What follows belongs to an exercise in optimizing a design on an open flow for small area, a short achievable clock period and few clock cycles; a production flow would make more cautious choices.
The RTL of this run was laid out without a check of its function.
Power and IR drop assume default switching activity.

`flow/run.sh`:
```
#!/bin/bash
# synth_recipe.tcl (not shown) runs the flow's synth.tcl, then flattens the netlist and writes it again
# the make line also repeats each setting of config.mk as NAME=value (left out here)
make -C /OpenROAD-flow-scripts/flow DESIGN_CONFIG=/design/flow/config.mk WORK_HOME=/design/flow/orfs CLKGATE_MAP_FILE= SYNTH_SCRIPT=/design/flow/synth_recipe.tcl finish
```
`flow/config.mk`:
```
export PLATFORM = sky130hd
export DESIGN_NAME = morse_keyer
export DESIGN_NICKNAME = morse_keyer
export VERILOG_FILES = /design/flow/design.v
export SDC_FILE = /design/flow/constraint.sdc
export NUM_CORES = 4
export LEC_CHECK = 0
export CAP_MARGIN = 20
export CORE_MARGIN = 2
export CORE_UTILIZATION = 30
export SLEW_MARGIN = 20
```
`flow/constraint.sdc`:
```
create_clock -name core_clock -period 15.0 [get_ports {clk}]
set_input_delay 3.0000 -clock core_clock [delete_from_list [all_inputs] [get_ports {clk}]]
set_output_delay 3.0000 -clock core_clock [all_outputs]
set_load 0.01 [all_outputs]
```
`flow/design.v`:
```
module morse_keyer (
    input  wire        clk,
    input  wire        rst,           
    input  wire        cmd_valid,
    input  wire [7:0]  cmd_data,
    output wire        cmd_ready,
    output reg         rsp_valid,
    output reg  [7:0]  rsp_code,
    output reg  [31:0] rsp_value,
    output wire        tx_out,
    output wire        ind_out,
    output wire        transmit,
    output wire        busy,
    output wire [3:0]  key_state
);
    localparam [7:0] OP_TICK      = 8'h01;
    localparam [7:0] OP_CONFIGURE = 8'h02;
    localparam [7:0] OP_SEND      = 8'h03;
    localparam [7:0] OP_RESET     = 8'h04;
    localparam [7:0] OP_SET_PRE   = 8'h05;
    localparam [7:0] OP_SET_DUAL  = 8'h06;
    localparam [7:0] OP_SET_TXEN  = 8'h07;
    localparam [7:0] OP_SET_REP   = 8'h08;
    localparam [7:0] OP_READ      = 8'h09;
    localparam [7:0] OP_LOOKUP    = 8'h0A;
    localparam [7:0] RC_OK          = 8'd0;
    localparam [7:0] RC_TOO_LONG    = 8'd1;
    localparam [7:0] RC_BAD_SPEED   = 8'd2;
    localparam [7:0] RC_NOT_ENC     = 8'd3;
    localparam [7:0] RC_BAD_OPERAND = 8'd4;
    localparam [7:0] RC_ILLEGAL_OP  = 8'd5;
    localparam [3:0] S_IDLE     = 4'd0;
    localparam [3:0] S_PREAMBLE = 4'd1;
    localparam [3:0] S_DIT      = 4'd2;
    localparam [3:0] S_DAH      = 4'd3;
    localparam [3:0] S_DITDLY   = 4'd4;
    localparam [3:0] S_DAHDLY   = 4'd5;
    localparam [3:0] S_CHARGAP  = 4'd6;
    localparam [3:0] S_WORDGAP  = 4'd7;
    localparam [3:0] S_REPEAT   = 4'd8;
    localparam [3:0] S_EOM      = 4'd9;
    localparam [7:0] EOC       = 8'h7F;
    localparam [7:0] WORDSPACE = 8'hFF;
    localparam integer MSG_CAP = 255;
    localparam [20:0] MINUTE_TICKS = 21'd60000;
    localparam [2:0] R_OP   = 3'd0;    
    localparam [2:0] R_ARG  = 3'd1;    
    localparam [2:0] R_TEXT = 3'd2;    
    localparam [2:0] R_SKIP = 3'd3;    
    localparam [2:0] R_EXEC = 3'd4;    
    localparam [2:0] R_DIV  = 3'd5;    
    function [7:0] rom_byte;
        input [5:0] idx;
        begin
            case (idx)
                6'd0:  rom_byte = 8'hFF;  
                6'd1:  rom_byte = 8'hAD;  
                6'd2:  rom_byte = 8'h49;  
                6'd3:  rom_byte = 8'h7F;  
                6'd4:  rom_byte = 8'h12;  
                6'd5:  rom_byte = 8'h7F;  
                6'd6:  rom_byte = 8'h43;  
                6'd7:  rom_byte = 8'h79;  
                6'd8:  rom_byte = 8'hB3;  
                6'd9:  rom_byte = 8'hB5;  
                6'd10: rom_byte = 8'h7F;  
                6'd11: rom_byte = 8'h53;  
                6'd12: rom_byte = 8'hCD;  
                6'd13: rom_byte = 8'h85;  
                6'd14: rom_byte = 8'h55;  
                6'd15: rom_byte = 8'h93;  
                6'd16: rom_byte = 8'hFB;  
                6'd17: rom_byte = 8'h7B;  
                6'd18: rom_byte = 8'h3B;  
                6'd19: rom_byte = 8'h1B;  
                6'd20: rom_byte = 8'h0B;  
                6'd21: rom_byte = 8'h03;  
                6'd22: rom_byte = 8'h83;  
                6'd23: rom_byte = 8'hC3;  
                6'd24: rom_byte = 8'hE3;  
                6'd25: rom_byte = 8'hF3;  
                6'd26: rom_byte = 8'hE1;  
                6'd27: rom_byte = 8'hA9;  
                6'd28: rom_byte = 8'h7F;  
                6'd29: rom_byte = 8'h8B;  
                6'd30: rom_byte = 8'h7F;  
                6'd31: rom_byte = 8'h31;  
                6'd32: rom_byte = 8'h69;  
                6'd33: rom_byte = 8'h5F;  
                6'd34: rom_byte = 8'h87;  
                6'd35: rom_byte = 8'hA7;  
                6'd36: rom_byte = 8'h8F;  
                6'd37: rom_byte = 8'h3F;  
                6'd38: rom_byte = 8'h27;  
                6'd39: rom_byte = 8'hCF;  
                6'd40: rom_byte = 8'h07;  
                6'd41: rom_byte = 8'h1F;  
                6'd42: rom_byte = 8'h77;  
                6'd43: rom_byte = 8'hAF;  
                6'd44: rom_byte = 8'h47;  
                6'd45: rom_byte = 8'hDF;  
                6'd46: rom_byte = 8'h9F;  
                6'd47: rom_byte = 8'hEF;  
                6'd48: rom_byte = 8'h67;  
                6'd49: rom_byte = 8'hD7;  
                6'd50: rom_byte = 8'h4F;  
                6'd51: rom_byte = 8'h0F;  
                6'd52: rom_byte = 8'hBF;  
                6'd53: rom_byte = 8'h2F;  
                6'd54: rom_byte = 8'h17;  
                6'd55: rom_byte = 8'h6F;  
                6'd56: rom_byte = 8'h97;  
                6'd57: rom_byte = 8'hB7;  
                6'd58: rom_byte = 8'hC7;  
                6'd59: rom_byte = 8'h7F;  
                6'd60: rom_byte = 8'h7F;  
                6'd61: rom_byte = 8'h7F;  
                6'd62: rom_byte = 8'h7F;  
                default: rom_byte = 8'h35;  
            endcase
        end
    endfunction
    function [7:0] lookup;
        input [7:0] c;
        begin
            if (c < 8'd32 || c > 8'd95)
                lookup = EOC;
            else
                lookup = rom_byte(c[5:0] - 6'd32);
        end
    endfunction
    reg [31:0] tick_q;
    reg [31:0] end_tick_q;
    reg [15:0] unit_q;
    reg [31:0] wpm_q;
    reg [3:0]  state_q;
    reg [7:0]  msg_len_q;
    reg [7:0]  cursor_q;
    reg [7:0]  chars_q;
    reg [7:0]  stream_q;
    reg        started_q;
    reg        busy_q;
    reg        pre_en_q;
    reg        dual_q;
    reg        txen_q;
    reg [7:0]  repeat_q;
    reg [7:0]  msg_buf [0:MSG_CAP-1];
    wire key_down = (state_q == S_PREAMBLE) || (state_q == S_DIT) || (state_q == S_DAH);
    assign transmit  = key_down & txen_q;
    assign tx_out    = dual_q ? (busy_q & txen_q & (state_q != S_REPEAT)) : transmit;
    assign ind_out   = dual_q ? busy_q : transmit;
    assign busy      = busy_q;
    assign key_state = state_q;
    reg [2:0]  rx_q;
    reg [7:0]  op_q;
    reg [31:0] arg_q;         
    reg [2:0]  arg_cnt_q;     
    reg [15:0] text_cnt_q;    
    reg [7:0]  text_idx_q;    
    reg        text_nul_q;    
    reg        too_long_q;
    assign cmd_ready = (rx_q == R_OP) || (rx_q == R_ARG) ||
                       (rx_q == R_TEXT) || (rx_q == R_SKIP);
    wire       byte_in = cmd_valid & cmd_ready;
    wire       text_wr = byte_in && (rx_q == R_TEXT) && !text_nul_q && (cmd_data != 8'd0);
    function [2:0] arg_len;
        input [7:0] op;
        begin
            case (op)
                OP_CONFIGURE: arg_len = 3'd4;
                OP_SEND:      arg_len = 3'd2;
                OP_SET_PRE, OP_SET_DUAL, OP_SET_TXEN,
                OP_SET_REP, OP_READ, OP_LOOKUP: arg_len = 3'd1;
                default:      arg_len = 3'd0;
            endcase
        end
    endfunction
    wire [31:0] arg_full = {cmd_data, arg_q[31:8]};   
    wire [7:0]  arg_b    = arg_q[31:24];              
    wire [15:0] send_n   = arg_full[31:16];           
    wire        f_sign = arg_q[31];
    wire [7:0]  f_exp  = arg_q[30:23];
    wire [22:0] f_frac = arg_q[22:0];
    wire [23:0] f_mant = (f_exp == 8'd0) ? {1'b0, f_frac} : {1'b1, f_frac};
    wire [8:0]  f_k    = (f_exp == 8'd0) ? 9'd149 : (9'd150 - {1'b0, f_exp});
    wire        f_invalid = ((f_exp == 8'hFF) && (f_frac != 23'd0)) || f_sign ||
                            ((f_exp == 8'd0) && (f_frac == 23'd0));
    wire        f_zero_q  = (f_exp >= 8'd150);        
    wire        f_sat     = (f_k >= 9'd31);           
    reg [40:0] div_q;         
    reg [23:0] div_rem_q;
    reg [23:0] div_d_q;
    reg [5:0]  div_cnt_q;
    wire [24:0] div_trial = {div_rem_q, div_q[40]};
    wire        div_ge    = div_trial >= {1'b0, div_d_q};
    wire [24:0] div_diff  = div_trial - {1'b0, div_d_q};
    wire [18:0] u1 = {3'd0, unit_q};
    wire [18:0] u3 = {2'd0, unit_q, 1'b0} + {3'd0, unit_q};
    wire [18:0] u7 = {unit_q, 3'b000} - {3'd0, unit_q};
    wire [4:0]  rep_m   = (repeat_q > 8'd30) ? 5'd30 : repeat_q[4:0];
    wire [20:0] rep_ticks = rep_m * MINUTE_TICKS;
    wire [20:0] rep_dur = (rep_ticks > {2'd0, u7}) ? rep_ticks : {2'd0, u7};
    wire [31:0] tick_inc = tick_q + 32'd1;
    wire [31:0] delta    = tick_inc - end_tick_q;
    wire        expired  = (delta != 32'd0) && !delta[31];
    wire [8:0]  rd_addr = ((state_q == S_DIT) || (state_q == S_DAH)) ? ({1'b0, cursor_q} + 9'd1) :
                          (state_q == S_REPEAT) ? 9'd0 : {1'b0, cursor_q};
    wire [7:0]  rd_char = (rd_addr < 9'd255) ? msg_buf[rd_addr[7:0]] : 8'd0;
    wire [7:0]  rd_code = lookup(rd_char);
    reg [3:0]  n_state;
    reg [7:0]  n_cursor;
    reg [7:0]  n_chars;
    reg [7:0]  n_stream;
    reg        n_started;
    reg        n_busy;
    reg        n_pre_en;
    reg [7:0]  n_msg_len;
    reg [31:0] n_end_tick;
    reg [20:0] n_dur;
    reg        n_enter;
    reg        do_decide;
    reg        do_fetch;
    reg        do_element;
    always @* begin
        n_state    = state_q;
        n_cursor   = cursor_q;
        n_chars    = chars_q;
        n_stream   = stream_q;
        n_started  = started_q;
        n_busy     = busy_q;
        n_pre_en   = pre_en_q;
        n_msg_len  = msg_len_q;
        n_dur      = 21'd1;
        n_enter    = 1'b0;
        do_decide  = 1'b0;
        do_fetch   = 1'b0;
        do_element = 1'b0;
        if (state_q == S_IDLE) begin
            do_decide = busy_q & txen_q;
        end else if (expired) begin
            case (state_q)
                S_PREAMBLE: begin
                    n_pre_en  = 1'b0;
                    do_decide = txen_q;
                    if (!txen_q) n_state = S_IDLE;
                end
                S_DIT, S_DAH: begin
                    if (stream_q != EOC) begin
                        n_state = (state_q == S_DIT) ? S_DITDLY : S_DAHDLY;
                        n_dur   = {2'd0, u1};
                        n_enter = 1'b1;
                    end else begin
                        n_chars = chars_q + 8'd1;
                        if (rd_addr == {1'b0, msg_len_q}) begin
                            n_cursor = cursor_q + 8'd1;
                            if (repeat_q == 8'd0) begin
                                n_state = S_EOM;
                                n_dur   = {2'd0, u7};
                            end else begin
                                n_state = S_REPEAT;
                                n_dur   = rep_dur;
                            end
                            n_enter = 1'b1;
                        end else if (rd_code == WORDSPACE) begin
                            n_cursor = cursor_q + 8'd2;
                            n_state  = S_WORDGAP;
                            n_dur    = {2'd0, u7};
                            n_enter  = 1'b1;
                        end else begin
                            n_cursor = cursor_q + 8'd1;
                            n_state  = S_CHARGAP;
                            n_dur    = {2'd0, u3};
                            n_enter  = 1'b1;
                        end
                    end
                end
                S_DITDLY, S_DAHDLY, S_CHARGAP, S_WORDGAP: begin
                    do_decide = txen_q;
                    if (!txen_q) n_state = S_IDLE;
                end
                S_EOM: begin
                    n_msg_len = 8'd0;
                    n_cursor  = 8'd0;
                    n_chars   = 8'd0;
                    n_stream  = EOC;
                    n_started = 1'b0;
                    n_busy    = 1'b0;
                    n_state   = S_IDLE;
                end
                S_REPEAT: begin
                    n_cursor  = 8'd0;
                    n_chars   = 8'd0;
                    n_stream  = EOC;
                    n_started = 1'b0;
                    do_decide = txen_q;
                    if (!txen_q) n_state = S_IDLE;
                end
                default: ;
            endcase
        end
        if (do_decide) begin
            if (!n_started) begin
                n_started = 1'b1;
                if (n_pre_en) begin
                    n_state = S_PREAMBLE;
                    n_dur   = {2'd0, u7};
                    n_enter = 1'b1;
                end else begin
                    do_fetch = 1'b1;
                end
            end else if (n_stream == EOC) begin
                do_fetch = 1'b1;
            end else begin
                do_element = 1'b1;
            end
        end
        if (do_fetch) begin
            if (n_cursor == n_msg_len) begin
                if (repeat_q == 8'd0) begin
                    n_state = S_EOM;
                    n_dur   = {2'd0, u7};
                end else begin
                    n_state = S_REPEAT;
                    n_dur   = rep_dur;
                end
                n_enter = 1'b1;
            end else if (rd_code == WORDSPACE) begin
                n_cursor = n_cursor + 8'd1;
                n_stream = EOC;
                n_state  = S_WORDGAP;
                n_dur    = {2'd0, u7};
                n_enter  = 1'b1;
            end else if (rd_code == EOC) begin
                n_cursor = n_cursor + 8'd1;
                n_stream = EOC;
                n_state  = S_IDLE;
            end else begin
                n_stream   = rd_code;
                do_element = 1'b1;
            end
        end
        if (do_element) begin
            n_state  = n_stream[7] ? S_DAH : S_DIT;
            n_dur    = n_stream[7] ? {2'd0, u3} : {2'd0, u1};
            n_enter  = 1'b1;
            n_stream = {n_stream[6:0], 1'b1};
        end
        n_end_tick = n_enter ? (tick_inc + {11'd0, n_dur} - 32'd1) : end_tick_q;
    end
    wire [31:0] status_word = {20'd0, state_q, 1'b0, txen_q, dual_q, pre_en_q,
                               tx_out, ind_out, transmit, busy_q};
    reg  [31:0] read_val;
    always @* begin
        case (arg_b[3:0])
            4'd0: read_val = status_word;
            4'd1: read_val = tick_q;
            4'd2: read_val = {24'd0, chars_q};
            4'd3: read_val = {16'd0, unit_q};
            4'd4: read_val = wpm_q;
            4'd5: read_val = {24'd0, repeat_q};
            4'd6: read_val = {24'd0, cursor_q};
            4'd7: read_val = {24'd0, msg_len_q};
            4'd8: read_val = end_tick_q;
            default: read_val = {23'd0, started_q, stream_q};
        endcase
    end
    wire [7:0] lookup_b = lookup(arg_b);
    always @(posedge clk) begin
        if (text_wr)
            msg_buf[text_idx_q] <= cmd_data;
    end
    always @(posedge clk) begin
        if (rst) begin
            rx_q       <= R_OP;
            op_q       <= 8'd0;
            arg_q      <= 32'd0;
            arg_cnt_q  <= 3'd0;
            text_cnt_q <= 16'd0;
            text_idx_q <= 8'd0;
            text_nul_q <= 1'b0;
            too_long_q <= 1'b0;
            div_q      <= 41'd0;
            div_rem_q  <= 24'd0;
            div_d_q    <= 24'd0;
            div_cnt_q  <= 6'd0;
            rsp_valid  <= 1'b0;
            rsp_code   <= 8'd0;
            rsp_value  <= 32'd0;
            tick_q     <= 32'd0;
            end_tick_q <= 32'd0;
            unit_q     <= 16'd60;
            wpm_q      <= 32'h41A00000;
            state_q    <= S_IDLE;
            msg_len_q  <= 8'd0;
            cursor_q   <= 8'd0;
            chars_q    <= 8'd0;
            stream_q   <= EOC;
            started_q  <= 1'b0;
            busy_q     <= 1'b0;
            pre_en_q   <= 1'b0;
            dual_q     <= 1'b0;
            txen_q     <= 1'b1;
            repeat_q   <= 8'd0;
        end else begin
            rsp_valid <= 1'b0;
            case (rx_q)
                R_OP: if (byte_in) begin
                    op_q      <= cmd_data;
                    arg_cnt_q <= arg_len(cmd_data);
                    rx_q      <= (arg_len(cmd_data) == 3'd0) ? R_EXEC : R_ARG;
                end
                R_ARG: if (byte_in) begin
                    arg_q     <= arg_full;
                    arg_cnt_q <= arg_cnt_q - 3'd1;
                    if (arg_cnt_q == 3'd1) begin
                        if (op_q == OP_SEND) begin
                            text_cnt_q <= send_n;
                            text_idx_q <= 8'd0;
                            text_nul_q <= 1'b0;
                            too_long_q <= (send_n > 16'd255);
                            if (send_n == 16'd0)
                                rx_q <= R_EXEC;
                            else if (send_n > 16'd255)
                                rx_q <= R_SKIP;
                            else
                                rx_q <= R_TEXT;
                        end else begin
                            rx_q <= R_EXEC;
                        end
                    end
                end
                R_TEXT: if (byte_in) begin
                    if (text_wr)
                        text_idx_q <= text_idx_q + 8'd1;
                    if (cmd_data == 8'd0)
                        text_nul_q <= 1'b1;
                    text_cnt_q <= text_cnt_q - 16'd1;
                    if (text_cnt_q == 16'd1)
                        rx_q <= R_EXEC;
                end
                R_SKIP: if (byte_in) begin
                    text_cnt_q <= text_cnt_q - 16'd1;
                    if (text_cnt_q == 16'd1)
                        rx_q <= R_EXEC;
                end
                R_EXEC: begin
                    rx_q      <= R_OP;
                    rsp_valid <= 1'b1;
                    rsp_code  <= RC_OK;
                    rsp_value <= 32'd0;
                    case (op_q)
                        OP_TICK: begin
                            tick_q     <= tick_inc;
                            state_q    <= n_state;
                            cursor_q   <= n_cursor;
                            chars_q    <= n_chars;
                            stream_q   <= n_stream;
                            started_q  <= n_started;
                            busy_q     <= n_busy;
                            pre_en_q   <= n_pre_en;
                            msg_len_q  <= n_msg_len;
                            end_tick_q <= n_end_tick;
                        end
                        OP_CONFIGURE: begin
                            if (f_invalid) begin
                                rsp_code <= RC_BAD_SPEED;
                            end else if (f_zero_q) begin
                                unit_q <= 16'd1;
                                wpm_q  <= arg_q;
                            end else if (f_sat) begin
                                unit_q <= 16'hFFFF;
                                wpm_q  <= arg_q;
                            end else begin
                                rx_q      <= R_DIV;
                                rsp_valid <= 1'b0;
                                div_q     <= {30'd0, 11'd1200} << f_k[4:0];
                                div_rem_q <= 24'd0;
                                div_d_q   <= f_mant;
                                div_cnt_q <= 6'd41;
                            end
                        end
                        OP_SEND: begin
                            if (too_long_q) begin
                                rsp_code <= RC_TOO_LONG;
                            end else begin
                                msg_len_q <= text_idx_q;
                                cursor_q  <= 8'd0;
                                chars_q   <= 8'd0;
                                stream_q  <= EOC;
                                started_q <= 1'b0;
                                state_q   <= S_IDLE;
                                busy_q    <= 1'b1;
                            end
                        end
                        OP_RESET: begin
                            msg_len_q <= 8'd0;
                            cursor_q  <= 8'd0;
                            chars_q   <= 8'd0;
                            stream_q  <= EOC;
                            started_q <= 1'b0;
                            state_q   <= S_IDLE;
                            busy_q    <= 1'b0;
                        end
                        OP_SET_PRE, OP_SET_DUAL, OP_SET_TXEN: begin
                            if (arg_b > 8'd1) begin
                                rsp_code <= RC_BAD_OPERAND;
                            end else begin
                                if (op_q == OP_SET_PRE)  pre_en_q <= arg_b[0];
                                if (op_q == OP_SET_DUAL) dual_q   <= arg_b[0];
                                if (op_q == OP_SET_TXEN) txen_q   <= arg_b[0];
                            end
                        end
                        OP_SET_REP: begin
                            repeat_q <= arg_b;
                        end
                        OP_READ: begin
                            if (arg_b > 8'd9)
                                rsp_code <= RC_BAD_OPERAND;
                            else
                                rsp_value <= read_val;
                        end
                        OP_LOOKUP: begin
                            if (lookup_b == EOC)
                                rsp_code <= RC_NOT_ENC;
                            else
                                rsp_value <= {24'd0, lookup_b};
                        end
                        default: begin
                            rsp_code <= RC_ILLEGAL_OP;
                        end
                    endcase
                end
                R_DIV: begin
                    div_rem_q <= div_ge ? div_diff[23:0] : div_trial[23:0];
                    div_q     <= {div_q[39:0], div_ge};
                    div_cnt_q <= div_cnt_q - 6'd1;
                    if (div_cnt_q == 6'd1) begin
                        rx_q      <= R_OP;
                        rsp_valid <= 1'b1;
                        rsp_code  <= RC_OK;
                        rsp_value <= 32'd0;
                        wpm_q     <= arg_q;
                        if (div_q[39:15] != 25'd0)
                            unit_q <= 16'hFFFF;
                        else if ({div_q[14:0], div_ge} == 16'd0)
                            unit_q <= 16'd1;
                        else
                            unit_q <= {div_q[14:0], div_ge};
                    end
                end
                default: rx_q <= R_OP;
            endcase
        end
    end
endmodule
```
==> run summary <==
through the flow:
step                      hold WS (ps)  utilization [%]  worst slack, ps
final                              453             34.3              605
after global routing               472             34.3            -9.76
after floorplan                    430                -             2810
after global placement             439             32.2              163
after detailed placement           447             32.2              290
after CTS                          455             34.3              195
per-layer routing:
layer  track usage (%)  vias up  share of wire [%]
li1                  -    35400                  -
met1              26.5    39800                 41
met2              29.5     4193                 44
met3              3.91      812                 10
met4              7.99       16                4.7
met5             0.181        -              0.050
registers in the layout (all words and copies together), names as in the netlist, 3 cells and up:
signal and cells:
div_q 41, arg_q 32, end_tick_q 32, text_cnt_q 16
cursor_q 8, div_rem_q 24, msg_len_q 8, chars_q 8
unit_q 16, text_idx_q 8, op_q 8, tick_q 32
state_q 4, wpm_q 32, rsp_value 32, div_d_q 24
stream_q 8, div_cnt_q 6, arg_cnt_q 3, msg_buf 2040
rsp_code 3, rx_q 3, repeat_q 8
worst max-delay path by stage:
stage                           from             end  slack (ps)  cells after the start
after global routing       tick_q[2]  end_tick_q[31]         -10                     62
final                     state_q[2]  end_tick_q[30]         610                     55
after detailed placement  state_q[2]  end_tick_q[30]         290                     54
after global placement    state_q[2]  end_tick_q[30]         160                     54
after CTS                 state_q[2]  end_tick_q[30]         200                     54
after floorplan            tick_q[0]  end_tick_q[31]        2810                     63
worst reg2reg max path, delay by kind of cell, from the launching register on:
kind | cells | cell delay (ps)
xor+xnor | 1 | 130
buf+inv | 7 | 1590
fa+ha+maj | 2 | 590
simple gates | 12 | 3550
compound gates | 27 | 6800
flops | 1 | 390
mux | 6 | 1260
cells in the mapped netlist, types with 48 or more instances:
master	n
buf_4	53
and3_1	59
nand3_1	490
inv_1	260
mux2i_1	544
ha_1	222
xor2_1	75
edfxtp_1	2040
mux4_2	48
o22ai_1	61
a21o_1	57
a32oi_1	63
a22oi_1	75
nor3_1	118
o31a_1	124
a211oi_1	209
a31oi_1	91
xnor2_1	118
nor2b_1	49
clkbuf_1	324
a311oi_1	100
a21oi_1	389
dfxtp_1	364
nand2_1	1430
nand4_1	78
o21ai_0	232
nor2_1	778
buf_2	173
layout make-up:
type                            instances  area (um^2)  area share (%)
Inverter                              263          987           0.779
Clock inverter                        127         1160           0.912
Sequential cell                      2404        68500            54.1
Timing Repair Buffer                  429         4040            3.19
Antenna cell                            3         7.51         0.00592
Clock buffer                          315         6490            5.12
Multi-Input combinational cell       6146        39300            31.0
Tap cell                             4950         6190            4.89
repair_timing:
item	in CTS	in global routing
setup endpoints to repair	0	14
resized for setup	0	17
setup buffers	0	11
power by group through the flow:
stage          Combinational (mW)  Clock (mW)  Sequential, mW
2_1_floorplan               0.608           0            7.46
3_3_place_gp                0.967           0            7.49
3_5_place_dp                0.968           0            7.49
4_1_cts                     0.972        6.05            7.34
5_1_grt                      1.08        6.30            7.35
6_report                    0.994        6.00            7.35
placed cells by master (no fill, tap or decap), types with 48 or more instances in the layout:
cell,n
buf_4,321
inv_1,260
nand2_1,1418
buf_12,50
a32oi_1,63
a21o_1,57
ha_1,222
nand4_1,78
clkbuf_16,245
nor2_1,762
a21oi_1,388
clkinv_1,50
and3_1,58
o31a_1,123
clkbuf_1,60
mux2i_1,544
xor2_1,75
nor2b_1,48
a311oi_1,100
mux4_2,48
xnor2_1,118
o22ai_1,61
a211oi_1,208
o21ai_0,229
a22oi_1,75
a31oi_1,88
nand3_1,486
edfxtp_1,2040
nor3_1,116
dfxtp_1,362
cells by family (layout without fill, tap and decap cells):
kind of cell,after synthesis,in the layout,share of synthesized area (%)
AOI/OAI and AO/OA,1841,1841,11.7
xor gates and xnor gates,193,193,1.52
adders and majority gates,229,229,2.62
buffers and inverters,876,1134,3.44
DFF,2404,2404,61.5
muxes,653,653,6.54
other,1,8,0.00337
and+or+nand+nor,3225,3225,12.6
==> flow_summary.json <==
{
  "wl_um": 375000,
  "final-hold-violation-count": 0,
  "critical_path.top_delay_family": "compound AO/OA/AOI/OAI gates",
  "grt_pass1_vias": 74500,
  "power.total_mw": 14.3,
  "final.setup_skew_ps": 146,
  "drcViolationCount": 0,
  "drt_pass1_iterations": 10,
  "hp-start": "div_d_q[7]",
  "yosysWarningCount": 1,
  "die_x_um": 613,
  "clk_latency_ps": 970,
  "min_period_ps": 14390,
  "grt_overflow": 0,
  "power_leakage_nw": 41.4,
  "maxCapViolations": 0,
  "async_flop_share_pct": 0,
  "switchingPower_mw": 3.43,
  "worst_slew_pin_slew_ps": 1270,
  "grt_max_degree": 176,
  "grt_pass1_wl_um": 537000,
  "fillers": 36300,
  "hold_buffers": 0,
  "die_y_um": 613,
  "syn-cell-area_um2": 111000,
  "seqPwrFrac_pct": 51.2,
  "cp_max_fo": 23,
  "routed-via-count": 80200,
  "worstSetupEndpointType": "flop",
  "period_share_pct": 96.0,
  "crit_buf_inv": 7,
  "max-clock-path-buffers": 4,
  "relSlewSlack_pct": 15.0,
  "hp-class": "flop to flop",
  "worstPathArrival_ps": 15180,
  "portBuffers": 55,
  "rows": 223,
  "p_int_mw": 10.9,
  "regToRegSetupSlack_ps": 610,
  "drtAntennaViolNets": 0,
  "antenna_found_initial": 18,
  "htreeDepth": 4,
  "hold_path_end": "div_d_q[7]",
  "setup_viol": 0,
  "r2r-start": "state_q[2]",
  "synth_top_area_share_pct": 55.0,
  "power_frac_comb_pct": 6.9,
  "ys_seq_area_share_pct": 61.5,
  "place_inst": 14200,
  "reg2reg_depth": 55,
  "yosysUniqueCellTypes": 117,
  "clkTransAtPathRegs_ps": 60,
  "ys_top_cells_by_area": "edfxtp_1 (55%), dfxtp_1 (6.5%), mux2i_1 (4.9%), nand2_1 (4.8%), nor2_1 (2.6%)",
  "place.gp.congestion": 0.952,
  "worst_path_max_delay_cell": "or4_4",
  "swShare_pct": 23.9,
  "rr_endpoint": "end_tick_q[30]",
  "core_area_um2": 369000,
  "slowest_delay_ps": 670,
  "first_iter_violations": 10300,
  "nets": 9728,
  "initial_core_util_pct": 30.2,
  "ir_drop_v": 0.000110,
  "place_area_um2": 119000,
  "grt_use_total_pct": 19.3,
  "drive_gt1_share_pct": 9.78,
  "max_freq_ghz": 0.0695,
  "ys_ff_latch": 2404,
  "power_frac_clock_pct": 41.8,
  "powerDensity_nw_per_um2": 113,
  "fin_area_um2": 127000,
  "synthesis.instances": 9422,
  "viasPerCell": 5.48,
  "post-dp-hpwl_um": 244000,
  "synth-edff-count": 2040,
  "min_delay_path_depth": 2,
  "status": "finished clean",
  "cts_root_buf": "clkbuf_16",
  "area_delta_synth_final_pct": 13.8,
  "ys.flop_type": "edfxtp_1",
  "cts_sinks": 2404,
  "io_pins": 61,
  "wl_per_cell_um": 25.6,
  "fin_setup_tns_ps": 0,
  "crit_path_start_kind": "flop",
  "slew_violations": 0,
  "syn_avg_cell_area_um2": 11.8,
  "stdcell_count": 14600,
  "tritoncts": "built",
  "numCtsBuffers": 244,
  "criticalPathCategory": "flop to flop",
  "yosysTopAreaCell": "edfxtp_1",
  "dieArea_um2": 376000,
  "worstPathRequired_ps": 15790
}

static timing again, ports no longer ideal:
The flow's constraints put no driver on any port. The routed layout listed below was extracted and timed again, unchanged, in two steps. Step 1 sets driving cells, clkbuf_16 on the clock port and buf_2 on the other inputs (assumed; they add their load-dependent delay and slew). Step 2, shift: input delay + t, output delay - t, t = (earliest + latest rising clock arrival at the registers) / 2. This alone moves slack from input paths to output paths. Slacks: no drivers / after step 1 / after step 2; pairs: no drivers / after step 1.
t (ns): 1.001
slack for setup (ns): 0.605 / 0.605 / 0.605
worst register clock-pin slew, ns: 0.09 / 0.09
After both steps this run still meets setup and hold. For this run, drivers alone change the setup slack by 0.000 ns; drivers and shift together by 0.000 ns.
